This is an optimization exercise on Yosys and OpenROAD, whose aim is small area, a short achievable clock period and few clock cycles, not a production implementation.
No activity file was given, so power comes from the tool's default toggle rates.

Setup of branch lagoon:
==> flow/design.v <==
module brm_matcher #(
    parameter M_MAX    = 32,
    parameter K_MAX    = 7,
    parameter BUF_BITS = 1024
) (
    input  wire        clk,
    input  wire        rst,           
    input  wire        cmd_valid,
    output wire        cmd_ready,
    input  wire        cmd_op,        
    input  wire [31:0] cmd_pat,       
    input  wire [6:0]  cmd_m,         
    input  wire [4:0]  cmd_k,         
    input  wire        cmd_so,        
    input  wire        cmd_ins,       
    input  wire        cmd_c,         
    output reg         res_valid,
    output wire [3:0]  res_err,       
    output wire [6:0]  res_level,     
    output wire [6:0]  res_min,       
    output reg         res_any        
);
    assign cmd_ready = 1'b1;
    reg        a_v, a_op;
    reg [31:0] a_pat;                 
    reg [5:0]  a_m;
    reg [2:0]  a_k;
    reg        a_ins;
    reg        a_badlen, a_badk;
    always @(posedge clk) begin
        a_v      <= cmd_valid & ~rst;
        a_op     <= cmd_op;
        a_pat    <= {cmd_pat[31:1], cmd_op ? cmd_c : cmd_pat[0]};
        a_m      <= cmd_m[5:0];
        a_k      <= cmd_k[2:0];
        a_ins    <= cmd_ins;
        a_badlen <= (cmd_m == 7'd0) || (cmd_m > 7'd32);
        a_badk   <= ({2'b00, cmd_k} >= cmd_m) || (cmd_k > 5'd7);
    end
    reg [31:0] pat;                   
    reg [31:0] row [0:7];             
    reg [5:0]  am;
    reg [2:0]  ak;
    reg        ains;
    reg        mv;
    reg [10:0] pos;
    wire a_c     = a_pat[0];
    wire b_e1    = a_op ? ~mv : a_badlen;        
    wire b_e2    = a_op ? pos[10] : a_badk;      
    wire init_ok = a_v & ~a_op & ~a_badlen & ~a_badk;
    wire step_ok = a_v & a_op & mv & ~pos[10];
    wire [31:0] bc = a_c ? pat : ~pat;
    reg [31:0] nrow [0:7];
    integer i;
    always @(*) begin
        nrow[0] = {row[0][30:0], 1'b1} & bc;
        for (i = 1; i < 8; i = i + 1)
            nrow[i] = ({row[i][30:0], 1'b1} & bc) | row[i-1]
                    | ({32{ains}} & {row[i-1][30:0] | nrow[i-1][30:0], 1'b1});
    end
    integer r;
    always @(posedge clk) begin
        if (init_ok) begin
            pat  <= a_pat;
            am   <= a_m;
            ak   <= a_k;
            ains <= a_ins;
            pos  <= 11'd0;
            for (r = 0; r < 8; r = r + 1)
                row[r] <= (32'd1 << r) - 32'd1;
        end else if (step_ok) begin
            pos <= pos + 11'd1;
            for (r = 0; r < 8; r = r + 1)
                row[r] <= nrow[r];
        end
        if (rst)
            mv <= 1'b0;
        else if (init_ok)
            mv <= 1'b1;
    end
    reg c_v, c_op, c_e1, c_e2;
    always @(posedge clk) begin
        c_v  <= a_v & ~rst;
        c_op <= a_op;
        c_e1 <= b_e1;
        c_e2 <= b_e2;
    end
    wire c_err  = c_e1 | c_e2;
    wire c_init = c_v & ~c_op & ~c_err;
    wire c_step = c_v &  c_op & ~c_err;
    wire [4:0] top_idx = am[4:0] - 5'd1;
    reg  [7:0] top;
    integer t;
    always @(*) begin
        for (t = 0; t < 8; t = t + 1)
            top[t] = row[t][top_idx] && (t <= ak);
    end
    wire match = row[ak][top_idx];
    reg [2:0] pe;
    integer l;
    always @(*) begin
        pe = 3'd7;
        for (l = 7; l >= 0; l = l - 1)
            if (top[l]) pe = l[2:0];
    end
    wire [5:0] lvl = match ? {3'b000, pe} : am;
    reg [5:0] lastlvl, minlvl;
    reg       e_hi, e_mid, e_lo;      
    always @(posedge clk) begin
        if (rst) begin
            res_valid <= 1'b0;
            lastlvl   <= 6'd0;
            minlvl    <= 6'd0;
            res_any   <= 1'b0;
        end else begin
            res_valid <= c_v;
            if (c_init) begin
                lastlvl <= am;
                minlvl  <= am;
                res_any <= 1'b0;
            end else if (c_step) begin
                lastlvl <= lvl;
                if (lvl < minlvl) minlvl <= lvl;
                if (match) res_any <= 1'b1;
            end
        end
        e_hi  <= c_op & c_err;
        e_mid <= ~c_op & c_err;
        e_lo  <= ~c_e1 & c_e2;
    end
    assign res_err   = {e_hi, e_mid, e_mid, e_lo};
    assign res_level = {1'b0, lastlvl};
    assign res_min   = {1'b0, minlvl};
endmodule
Settings: LEC_CHECK=0, CAP_MARGIN=20, CORE_MARGIN=2, CORE_UTILIZATION=30, SLEW_MARGIN=20; clock period 12.0 ns.
run.sh (not shown) runs the stock make flow with config.mk's settings and CLKGATE_MAP_FILE= SYNTH_SCRIPT=/design/flow/synth_recipe.tcl, a recipe that flattens the netlist after the stock synthesis.
> inputs changed (branch lagoon -> branch raven)
-- flow/design.v --
<<< branch lagoon, line 40
    reg [31:0] pat;                   
    reg [31:0] row [0:7];             
    reg [5:0]  am;
    reg [2:0]  ak;
    reg        ains;
>>> branch raven, line 40
    reg [31:0] pat;                   
    reg [31:0] row [0:7];             
    reg [4:0]  idx;                   
    reg [2:0]  ak;
    reg        ains;
<<< branch lagoon, line 63
        if (init_ok) begin
            pat  <= a_pat;
            am   <= a_m;
            ak   <= a_k;
            ains <= a_ins;
>>> branch raven, line 63
        if (init_ok) begin
            pat  <= a_pat;
            idx  <= a_m[4:0] - 5'd1;
            ak   <= a_k;
            ains <= a_ins;
<<< branch lagoon, line 79
            mv <= 1'b1;
    end
    reg c_v, c_op, c_e1, c_e2;
    always @(posedge clk) begin
>>> branch raven, line 79
            mv <= 1'b1;
    end
    reg [5:0] lastlvl, minlvl;
    reg c_v, c_op, c_e1, c_e2;
    always @(posedge clk) begin
<<< branch lagoon, line 89
    wire c_init = c_v & ~c_op & ~c_err;
    wire c_step = c_v &  c_op & ~c_err;
    wire [4:0] top_idx = am[4:0] - 5'd1;
    reg  [7:0] top;
    integer t;
    always @(*) begin
        for (t = 0; t < 8; t = t + 1)
            top[t] = row[t][top_idx] && (t <= ak);
    end
    wire match = row[ak][top_idx];
    reg [2:0] pe;
    integer l;
    always @(*) begin
        pe = 3'd7;
        for (l = 7; l >= 0; l = l - 1)
            if (top[l]) pe = l[2:0];
    end
    wire [5:0] lvl = match ? {3'b000, pe} : am;
    reg [5:0] lastlvl, minlvl;
    reg       e_hi, e_mid, e_lo;      
    always @(posedge clk) begin
>>> branch raven, line 90
    wire c_init = c_v & ~c_op & ~c_err;
    wire c_step = c_v &  c_op & ~c_err;
    wire [5:0] am = {1'b0, idx} + 6'd1;
    reg  [7:0] top;
    integer t;
    always @(*) begin
        for (t = 0; t < 8; t = t + 1)
            top[t] = row[t][idx];
    end
    wire match = top[ak];
    wire [2:0] pe = {~top[3], (~top[1] & top[3]) | ~top[5],
                     (~top[0] & top[1]) | (~top[2] & top[3]) | (~top[4] & top[5]) | ~top[6]};
    reg lt;
    integer g;
    always @(*) begin
        lt = 1'b0;
        for (g = 0; g < 8; g = g + 1)
            if (top[g] && minlvl > g) lt = 1'b1;
    end
    reg       e_hi, e_mid, e_lo;      
    always @(posedge clk) begin
<<< branch lagoon, line 120
                res_any <= 1'b0;
            end else if (c_step) begin
                lastlvl <= lvl;
                if (lvl < minlvl) minlvl <= lvl;
                if (match) res_any <= 1'b1;
            end
>>> branch raven, line 121
                res_any <= 1'b0;
            end else if (c_step) begin
                lastlvl <= match ? {3'b000, pe} : am;
                if (match && lt) minlvl <= {3'b000, pe};
                if (match) res_any <= 1'b1;
            end
==> results.txt <==
- branch raven does better than branch lagoon on post-layout total power.
- In branch raven, the global-route usage came out 1.7 points below the value in branch lagoon.
- From branch lagoon to branch raven the numbers moved as follows: maximum frequency +about 32%, final instance area -about 6.5%.
- Maximum vdd ir drop: higher on branch lagoon
- In the flow results for branch lagoon and branch raven, the combinational share of power is larger on branch raven.
- Diff branch lagoon -> branch raven | count of unique library cells instantiated by Yosys | decrease of about 5.4%
- Synthesized cell count: branch lagoon and branch raven compared, lower one is branch raven
- Looking only at final cycle utilization of the critical path, and setting everything else aside, the lower value of branch lagoon and branch raven goes to branch raven.
- Compared with branch lagoon, placement density in the core of branch raven is lower.
- Of branch lagoon and branch raven, branch lagoon shows the higher number of global-route vias before repair, with branch raven below it.
- On area added between synthesis and finish: between branch lagoon and branch raven, it ends up lower for branch raven.
No functional check of the RTL was part of any run of this note.

re-timing with driven ports:
In the flow no input, the clock included, has a driving cell. The finished layouts below were timed again as built, in two steps.
Step 1, drivers: a clkbuf_16 drives clk and a buf_2 each remaining input, both assumed.
Step 2, shift: input delay + t, output delay - t, t = (earliest + latest rising clock arrival at the registers) / 2. This alone moves slack from input paths to output paths.
Three values: ideal ports, drivers, drivers and shift; two values: the first two.
run	shift t [ns]	setup slack, ns	worst setup path after step 2	worst register clock-pin slew, ns	cell pins on the clock port's net
branch lagoon	0.631	5.847 / 5.847 / 5.847	register to register	0.07 / 0.07	1
branch raven	0.639	7.339 / 7.339 / 7.339	register to register	0.06 / 0.06	1
After both steps every run listed still meets setup and hold.
